Context: an optimization exercise on an open-source flow, tuned for small area, a short achievable clock period and few clock cycles. The choices shown serve that exercise and are no tape-out recipe.
At most, simulation tests tie the RTL to the original design; equivalence was not proved.
No activity file was given, so power comes from the tool's default toggle rates.

north:
// bk_unpack
module bk_unpack (
    input  wire        clk,
    input  wire        rst,             
    input  wire        start,           
    input  wire [15:0] packed_size,
    input  wire [15:0] unpacked_size,
    input  wire [15:0] buf_len,
    output wire        idle,
    output reg         done,            
    output reg  [3:0]  status,
    output reg         mem_req,
    output reg         mem_we,
    output reg  [15:0] mem_addr,
    output wire [7:0]  mem_wdata,
    input  wire        mem_gnt,
    input  wire [7:0]  mem_rdata
);
    localparam [3:0] ST_OK        = 4'd0,
                     ST_CHECKSUM  = 4'd1,
                     ST_TRAILER   = 4'd3,
                     ST_BUFSMALL  = 4'd4,
                     ST_SIZE      = 4'd5,
                     ST_READBND   = 4'd6,
                     ST_WRITEBND  = 4'd7,
                     ST_REFBND    = 4'd8;
    localparam [5:0] PF_AT = 6'd8;
    localparam [2:0] S_IDLE = 3'd0,
                     S_TRL  = 3'd1,    
                     S_NORM = 3'd2,    
                     S_HDR  = 3'd3,    
                     S_H2   = 3'd4,    
                     S_LIT  = 3'd5,    
                     S_REF  = 3'd6,    
                     S_FIN  = 3'd7;    
    reg  [2:0]  st;
    reg  [15:0] rptr;      
    reg  [2:0]  pf_iss;    
    reg  [2:0]  nx_cnt;    
    reg  [31:0] nxt;
    reg  [31:0] chunk;
    reg  [31:0] crc;
    reg  [5:0]  pos;       
  ...
clock: 6.0 ns
lec_check: 0
cap_margin: 20
core_margin: 2
core_utilization: 65
setup_slack_margin: 2.0
slew_margin: 20
standard.sh (not shown) runs the stock make flow with config.mk's settings and CLKGATE_MAP_FILE= SYNTH_SCRIPT=/design/flow/synth_recipe.tcl, a recipe that flattens the netlist after the stock synthesis.
==> flow/flow/run.sh <==
#!/bin/bash
# Layout: the standard ORFS flow (standard.sh, unchanged synthesis and
# steps), with the port buffers that global placement inserts made
# sky130_fd_sc_hd__buf_1 cells instead of the default pick. Every input and
# output port still gets its own buffer. make's output goes to
# standard_flow.log; each ORFS step keeps its own log under orfs/logs/.
set -euo pipefail
export BUFFER_PORTS_ARGS="-buffer_cell sky130_fd_sc_hd__buf_1"
bash ./standard.sh > standard_flow.log 2>&1
> inputs changed (north -> south)
# north
export LEC_CHECK = 0
export CAP_MARGIN = 20
export CORE_MARGIN = 2
export CORE_UTILIZATION = 65
export SETUP_SLACK_MARGIN = 2.0
export SLEW_MARGIN = 20
create_clock -name core_clock -period 6.0 [get_ports {clk}]
# south
export LEC_CHECK = 0
export CAP_MARGIN = 20
export CORE_MARGIN = 2
export CORE_UTILIZATION = 65
export SETUP_SLACK_MARGIN = 2.2
export SLEW_MARGIN = 20
create_clock -name core_clock -period 6.0 [get_ports {clk}]
## What came out
- Both conditions hold for north: the flow ran to the end and the final layout passed the timing, design-rule and antenna checks.
- south: flow completed, timing, DRC and antenna clean
- Taking north as the reference, in south net switching power figure higher; depth of the worst register-to-register path now larger; cell area after layout went up 370 µm².
- For the proportion of power drawn by flip-flops and latches, south came in 0.7 points lower than north did.
- north vs south, source of the critical timing path: rptr[3] vs op_pf
No run of this note included a check of the RTL's function; only the layout flow was run.

========
Another version of the RTL of bk_unpack (not shown whole).
Size in the first run: about 230 flip-flops, ~0.017 mm^2 of cells after synthesis.
clock: 6.0 ns
lec_check: 0
cap_margin: 20
core_margin: 2
core_utilization: 65
cts_buf_list: sky130_fd_sc_hd__clkbuf_8
cts_cluster_size: 40
setup_slack_margin: 2.2
slew_margin: 20
Scripts as last shown in full above: flow/flow/run.sh
Testbench counts at the start, summed over its fixed seeds: cycles 118,040.
Rerun with:
--- a/flow/config.mk
+++ b/flow/config.mk
@@ -12,2 +12,3 @@
 export CTS_CLUSTER_SIZE = 40
+export PLACE_DENSITY = 0.75
 export SETUP_SLACK_MARGIN = 2.2
Setup slack got worse by 0.038 ns.
Register-to-register slack is worse by 0.04 ns.
Cell area hardly moves.
Power decreases by 1.2%.
Maximum frequency drops by about 1%.
Combinational power grows by about 0.5%.
Synthesized cell count is unchanged.
Rerun with:
--- a/flow/config.mk
+++ b/flow/config.mk
@@ -10,6 +10,3 @@
 export CORE_UTILIZATION = 65
-export CTS_BUF_LIST = sky130_fd_sc_hd__clkbuf_8
-export CTS_CLUSTER_SIZE = 40
-export PLACE_DENSITY = 0.75
-export SETUP_SLACK_MARGIN = 2.2
+export SETUP_SLACK_MARGIN = 2.7
 export SLEW_MARGIN = 20
Outcome:
- The changed run finished clean
- synthesized cell count does not change
- sequential share of layout area went down by 3.3 points
- via count rose by a few percent
- worst setup slack improved by 0.23 ns
- wire length climbs by roughly a tenth

========
## run C
bk_unpack, a different RTL version from the one above (not shown whole).
Size in the first run: ~1800 cells after synthesis, about 92 I/O pins, roughly 16000 um^2 of cells after synthesis.
==> flow/config.mk <==
export PLATFORM = sky130hd
export DESIGN_NAME = bk_unpack
export DESIGN_NICKNAME = bk_unpack
export VERILOG_FILES = /design/flow/design.v
export SDC_FILE = /design/flow/constraint.sdc
export NUM_CORES = 4
export LEC_CHECK = 0
export CAP_MARGIN = 0
export CORE_MARGIN = 2
export CORE_UTILIZATION = 65
export GPL_ROUTABILITY_DRIVEN = 0
export SETUP_SLACK_MARGIN = 2.2
export SLEW_MARGIN = 0
==> flow/constraint.sdc <==
create_clock -name core_clock -period 6.0 [get_ports {clk}]
set_input_delay 1.2000 -clock core_clock [delete_from_list [all_inputs] [get_ports {clk}]]
set_output_delay 1.2000 -clock core_clock [all_outputs]
set_load 0.01 [all_outputs]
Scripts as last shown in full above: flow/flow/run.sh
For run B, these inputs were changed with respect to run C:
Settings: a change of CAP_MARGIN from 0 to 20; a deleted GPL_ROUTABILITY_DRIVEN that had been 0; a change of SLEW_MARGIN from 0 to 20.
### Flow results
Net count after synthesis came out exactly the same in run C and run B. Comparing run C and run B, the higher total wire length is on run B. Run B: worst setup slack is 0.089 ns higher than what run C reported. Global-route usage (lower): run C. Compared with run C, in run B starting DRC count in detailed routing higher; fraction of area in registers saw little to no change; share of cells above drive strength 1 down 0.44 points; final cell count decreased by 0.89% relative to the old numbers. Detailed-route wire length per cell is higher on run B. Run B finished all stages; the layout is clean. Compared with run C, final-layout clock buffer total in run B decreased by more than 10%. Run C vs run B, worst setup path startpoint: pos[4]$_DFFE_PP_ vs pf_iss[1]$_DFFE_PN_. Relative to run C, final design utilization has increased by 0.29 points in run B.
No functional check of the RTL was part of any run of this note.

========
bk_unpack again, from the RTL that the note above started with.
export LEC_CHECK = 0
export CAP_MARGIN = 20
export CORE_MARGIN = 2
export CORE_UTILIZATION = 55
export SETUP_SLACK_MARGIN = 2.2
export SLEW_MARGIN = 20
create_clock -name core_clock -period 6.0 [get_ports {clk}]
Scripts as last shown in full above: flow/flow/run.sh
The starting point went through all stages and came out clean.
Then changed:
- CAP_MARGIN: 20 -> 0
- CORE_UTILIZATION: 55 -> 65
- SLEW_MARGIN: 20 -> 0
Setup slack got worse by 0.029 ns.
Power is about the same.
Cell area shrinks slightly.
Routed wire length is lower slightly.
No run of this note included a check of the RTL's function; only the layout flow was run.

========
Another version of the RTL of bk_unpack (not shown whole).
Size: ~1,700 cells after synthesis, roughly 230 flip-flops, ~92 I/O pins, roughly 17,000 µm² of cells after synthesis.
==> flow/design.v (excerpt) <==
module bk_unpack (
    input  wire        clk,
    input  wire        rst,             
    input  wire        start,           
    input  wire [15:0] packed_size,
    input  wire [15:0] unpacked_size,
    input  wire [15:0] buf_len,
    output wire        idle,
    output reg         done,            
    output reg  [3:0]  status,
    output reg         mem_req,
    output reg         mem_we,
    output reg  [15:0] mem_addr,
    output wire [7:0]  mem_wdata,
    input  wire        mem_gnt,
    input  wire [7:0]  mem_rdata
);
Settings: LEC_CHECK=0, CAP_MARGIN=20, CORE_MARGIN=2, CORE_UTILIZATION=65, CTS_BUF_LIST=sky130_fd_sc_hd__clkbuf_8, CTS_CLUSTER_SIZE=40, SETUP_SLACK_MARGIN=2.4, SLEW_MARGIN=20; clock period 6.0 ns.
Scripts as last shown in full above: flow/flow/run.sh
Rerun with:
- SETUP_SLACK_MARGIN: 2.4 -> 2.2
Final area fell by 4.5%; total power fell by 1.6%; hold slack barely changes; fmax rose by 3.4%; core utilization fell by 3.4 points; final cell count fell by 2.6%; first-iteration DRC count fell by 5.2%; sequential share of layout area rose by 1.6 points; synthesized area does not change.
No run of this note included a check of the RTL's function; only the layout flow was run.

========
Another version of the RTL of bk_unpack (not shown whole).
For scale: ~92 I/O pins.
clock: 6.0 ns
lec_check: 0
cap_margin: 20
core_margin: 2
core_utilization: 65
setup_slack_margin: 2.0
slew_margin: 20
Scripts as last shown in full above: flow/flow/run.sh
The starting point produced a clean layout.
Testbench counts at the start, summed over its fixed seeds: cycles 117,870.
Then changed:
==> flow/run.sh (new file) <==
#!/bin/bash
# synth_recipe.tcl (not shown) runs the flow's synth.tcl, then flattens the netlist and writes it again
# the make line also repeats each setting of config.mk as NAME=value (left out here)
make -C /OpenROAD-flow-scripts/flow DESIGN_CONFIG=/design/flow/config.mk WORK_HOME=/design/flow/orfs CLKGATE_MAP_FILE= SYNTH_SCRIPT=/design/flow/synth_recipe.tcl finish
removed: flow/flow/run.sh
removed: flow/standard.sh
The new run ran to the end with no violations.
Global-route usage is higher by 0.88 points.
Critical path depth is lower by 3.
Via count goes up by 2.3%.
Wire length is higher by 3.9%.
Non-clock buffer count climbs by 14.
Die area does not change.
Count of clock-buffer cells in the layout decreases by 2.
Total power goes up by 8.8%.
Flip-flop and latch count stays the same.
Then changed:
==> flow/flow/run.sh (new file) <==
#!/bin/bash
# Layout: the standard ORFS flow (standard.sh, unchanged synthesis and
# steps), with the port buffers that global placement inserts made
# sky130_fd_sc_hd__buf_1 cells instead of the default pick. Every input and
# output port still gets its own buffer. make's output goes to
# standard_flow.log; each ORFS step keeps its own log under orfs/logs/.
set -euo pipefail
export BUFFER_PORTS_ARGS="-buffer_cell sky130_fd_sc_hd__buf_1"
bash ./standard.sh > standard_flow.log 2>&1
==> flow/standard.sh (new file) <==
#!/bin/bash
# synth_recipe.tcl (not shown) runs the flow's synth.tcl, then flattens the netlist and writes it again
# the make line also repeats each setting of config.mk as NAME=value (left out here)
make -C /OpenROAD-flow-scripts/flow DESIGN_CONFIG=/design/flow/config.mk WORK_HOME=/design/flow/orfs CLKGATE_MAP_FILE= SYNTH_SCRIPT=/design/flow/synth_recipe.tcl "${@:-finish}"
Settings changed: SETUP_SLACK_MARGIN 2.0 to 2.4.
removed: flow/run.sh
The new run passed the timing, design-rule and antenna checks.
Count of clock-buffer cells in the layout grows by 3.
Combinational power shrinks by a few percent.
Design area decreases slightly.
Cell count went up slightly.
Core utilization falls by 0.27 points.
Worst setup slack gets better by 0.23 ns.
Via count climbs by a few percent.
Clock skew shrinks by 0.011 ns.
Worst hold slack is better by 0.0034 ns.
Synthesized cell count stays the same.
Non-clock buffer count is higher by 38.

========
## job 9291
RTL: one of the versions met above, not the one the previous note started from.
Size: ~1800 cells after synthesis, about 230 flip-flops, about 92 I/O pins, about 17000 um^2 of cells after synthesis.
export LEC_CHECK = 0
export CAP_MARGIN = 20
export CORE_MARGIN = 2
export CORE_UTILIZATION = 65
export CTS_BUF_LIST = sky130_fd_sc_hd__clkbuf_8
export CTS_CLUSTER_SIZE = 40
export PLACE_DENSITY = 0.45
export SETUP_SLACK_MARGIN = 2.2
export SLEW_MARGIN = 20
create_clock -name core_clock -period 6.0 [get_ports {clk}]
==> flow/flow/run.sh <==
#!/bin/bash
# Layout: the standard ORFS flow (standard.sh, unchanged synthesis and
# steps), with the port buffers that global placement inserts made
# sky130_fd_sc_hd__buf_1 cells instead of the default pick. Every input and
# output port still gets its own buffer. make's output goes to
# standard_flow.log; each ORFS step keeps its own log under orfs/logs/.
set -euo pipefail
export BUFFER_PORTS_ARGS="-buffer_cell sky130_fd_sc_hd__buf_1"
bash ./standard.sh > standard_flow.log 2>&1
Testbench counts of job 9291, summed over its fixed seeds: cycles 118,040.
The inputs of job 6149 differ from those of job 9291 as listed below.
- clearing CTS_CLUSTER_SIZE, which used to be 40
- clearing CTS_BUF_LIST, which used to be sky130_fd_sc_hd__clkbuf_8
- clearing PLACE_DENSITY, which used to be 0.45
Results
- Job 6149 vs job 9291, post-layout worst setup margin went down by 0.0040 ns.
- Number of global-route vias before repair essentially unchanged between job 9291 and job 6149.
- In the reports for job 6149 and job 9291, the smaller DRC marker count from the first detailed-route iteration belongs to job 6149.
- Job 6149 and job 9291 ended up with nearly the same worst hold slack.
diff inputs: job 6149 => job 6610
- an added CTS_BUF_LIST of sky130_fd_sc_hd__clkbuf_4 sky130_fd_sc_hd__clkbuf_8
Findings:
- Part of the cycle the worst path needs: job 6149 and job 6610 compared, higher one is job 6149
- Between job 6149 and job 6610, the final standard cell area without fillers does not differ in any meaningful way.
- Going from job 6149 to job 6610, global-route wire length before repair fell by 400 um; core utilization went down by 0.19 points.
- Lower number of buffers created by CTS was reported by job 6149, not job 6610.
- Looking at job 6149 and job 6610, the sequential cell area share is a wash.
- Looking at signed area change from the synthesized netlist to the final layout, job 6610 sits 0.28 points lower than job 6149 does.

========
bk_unpack, a different RTL version from the one above (not shown whole).
Size: ~1,800 cells after synthesis, ~220 flip-flops, roughly 92 I/O pins, roughly 17,000 um^2 of cells after synthesis.
Settings: LEC_CHECK=0, CAP_MARGIN=20, CORE_MARGIN=2, CORE_UTILIZATION=40, SETUP_SLACK_MARGIN=2.5, SLEW_MARGIN=20; clock period 6.0 ns.
run.sh (not shown) runs the stock make flow with config.mk's settings and CLKGATE_MAP_FILE= SYNTH_SCRIPT=/design/flow/synth_recipe.tcl, a recipe that flattens the netlist after the stock synthesis.
Stock flow here: none of the scripts above is used.
Next try:
- SETUP_SLACK_MARGIN: 2.5 -> 2.0
Wire length fell slightly.
Via count goes down by a few percent.
Register-to-register slack got worse by 0.24 ns.
Sequential power hardly moves.
Utilization fell by 3.3 points.
Function was not checked in any run of this note: the RTL went through the layout flow alone.

========
== the baseline ==
Another version of the RTL of bk_unpack (not shown whole).
Size in the first run: about 1800 cells after synthesis, about 220 flip-flops, roughly 92 I/O pins, roughly 17000 sq um of cells after synthesis.
// bk_unpack
module bk_unpack (
    input  wire        clk,
    input  wire        rst,             
    input  wire        start,           
    input  wire [15:0] packed_size,
    input  wire [15:0] unpacked_size,
    input  wire [15:0] buf_len,
    output wire        idle,
    output reg         done,            
    output reg  [3:0]  status,
    output reg         mem_req,
    output reg         mem_we,
    output reg  [15:0] mem_addr,
    output wire [7:0]  mem_wdata,
    input  wire        mem_gnt,
    input  wire [7:0]  mem_rdata
);
==> flow/config.mk <==
export PLATFORM = sky130hd
export DESIGN_NAME = bk_unpack
export DESIGN_NICKNAME = bk_unpack
export VERILOG_FILES = /design/flow/design.v
export SDC_FILE = /design/flow/constraint.sdc
export NUM_CORES = 4
export LEC_CHECK = 0
export CAP_MARGIN = 20
export CORE_MARGIN = 2
export CORE_UTILIZATION = 40
export SETUP_SLACK_MARGIN = 2.5
export SLEW_MARGIN = 20
==> flow/constraint.sdc <==
create_clock -name core_clock -period 6.0 [get_ports {clk}]
set_input_delay 1.2000 -clock core_clock [delete_from_list [all_inputs] [get_ports {clk}]]
set_output_delay 1.2000 -clock core_clock [all_outputs]
set_load 0.01 [all_outputs]
The baseline | status: complete | timing, DRC, antenna: pass
#### Input delta (the candidate over the baseline)
-- flow/config.mk --
<<< the baseline, line 9
export CORE_MARGIN = 2
export CORE_UTILIZATION = 40
export SETUP_SLACK_MARGIN = 2.5
export SLEW_MARGIN = 20
>>> the candidate, line 9
export CORE_MARGIN = 2
export CORE_UTILIZATION = 40
export SETUP_SLACK_MARGIN = 2.0
export SLEW_MARGIN = 20
Findings:
Taking the candidate over the baseline, the sum of met2 wire segment lengths after detailed routing ratio works out to 0.950. The candidate vs the baseline: total via count in the routed design down in the candidate. Between the baseline and the candidate, the flow reports number of clock buffers in the layout increasing by more than 10%. Diff the baseline -> the candidate: last weighted congestion value of the routability-driven placer decreased by about 7% relative to the old numbers; count of mapped cells out of synthesis held; clock-pin slew reported for the worst setup and hold paths after clock tree synthesis now sits at about the same level; cell leakage power decreased by 0.70 nW relative to the old numbers. In the flow results for the baseline and the candidate, the clock network fraction of design power is larger on the candidate.
Function was not checked in any run of this note: the RTL went through the layout flow alone.

[port drivers added, routing unchanged]
How much do the figures lean on ideal ports? The routed layouts below were timed once more, with nothing changed but the port constraints.
Step 1, drivers: a clkbuf_16 drives clk and a buf_2 each remaining input, both assumed.
Step 2 also shifts input and output timing later by t, the mid clock arrival at the registers, as if the neighbouring blocks saw the same clock.
a / b / c = ideal ports / drivers / drivers and shift; a / b = the first two.
run	shift t [ns]	setup WS [ns]	pins driven straight from the clock port
north	0.592	2.040 / 2.040 / 1.597	1
south	0.603	2.207 / 2.207 / 1.865	1
the first run of note 2	0.606	2.289 / 2.289 / 1.852	1
the second run of note 2	0.617	2.251 / 2.251 / 1.703	1
the third run of note 2	0.599	2.482 / 2.482 / 2.025	1
run C	0.585	2.157 / 2.157 / 2.157	1
run B	0.600	2.246 / 2.246 / 2.182	1
the first run of note 4	0.595	2.266 / 2.266 / 2.202	1
the second run of note 4	0.599	2.237 / 2.237 / 2.172	1
the first run of note 5	0.593	2.165 / 2.165 / 1.978	1
the second run of note 5	0.609	2.290 / 2.290 / 1.814	1
the first run of note 6	0.589	2.117 / 2.117 / 1.649	1
the second run of note 6	0.583	2.065 / 2.064 / 1.482	1
the third run of note 6	0.583	2.296 / 2.296 / 1.968	1
job 9291	0.606	2.289 / 2.289 / 1.852	1
job 6149	0.601	2.285 / 2.285 / 1.865	1
job 6610	0.606	2.298 / 2.298 / 1.839	1
the first run of note 8	0.621	2.335 / 2.335 / 1.959	1
the second run of note 8	0.619	2.097 / 2.074 / 1.538	1
the baseline	0.605	2.362 / 2.362 / 1.962	1
the candidate	0.614	2.108 / 2.108 / 1.627	1
After both steps setup and hold are still met in every run listed. The setup slack of the second run of note 6, which loses most, moves by -0.001 ns with the drivers and by -0.583 ns with both steps.
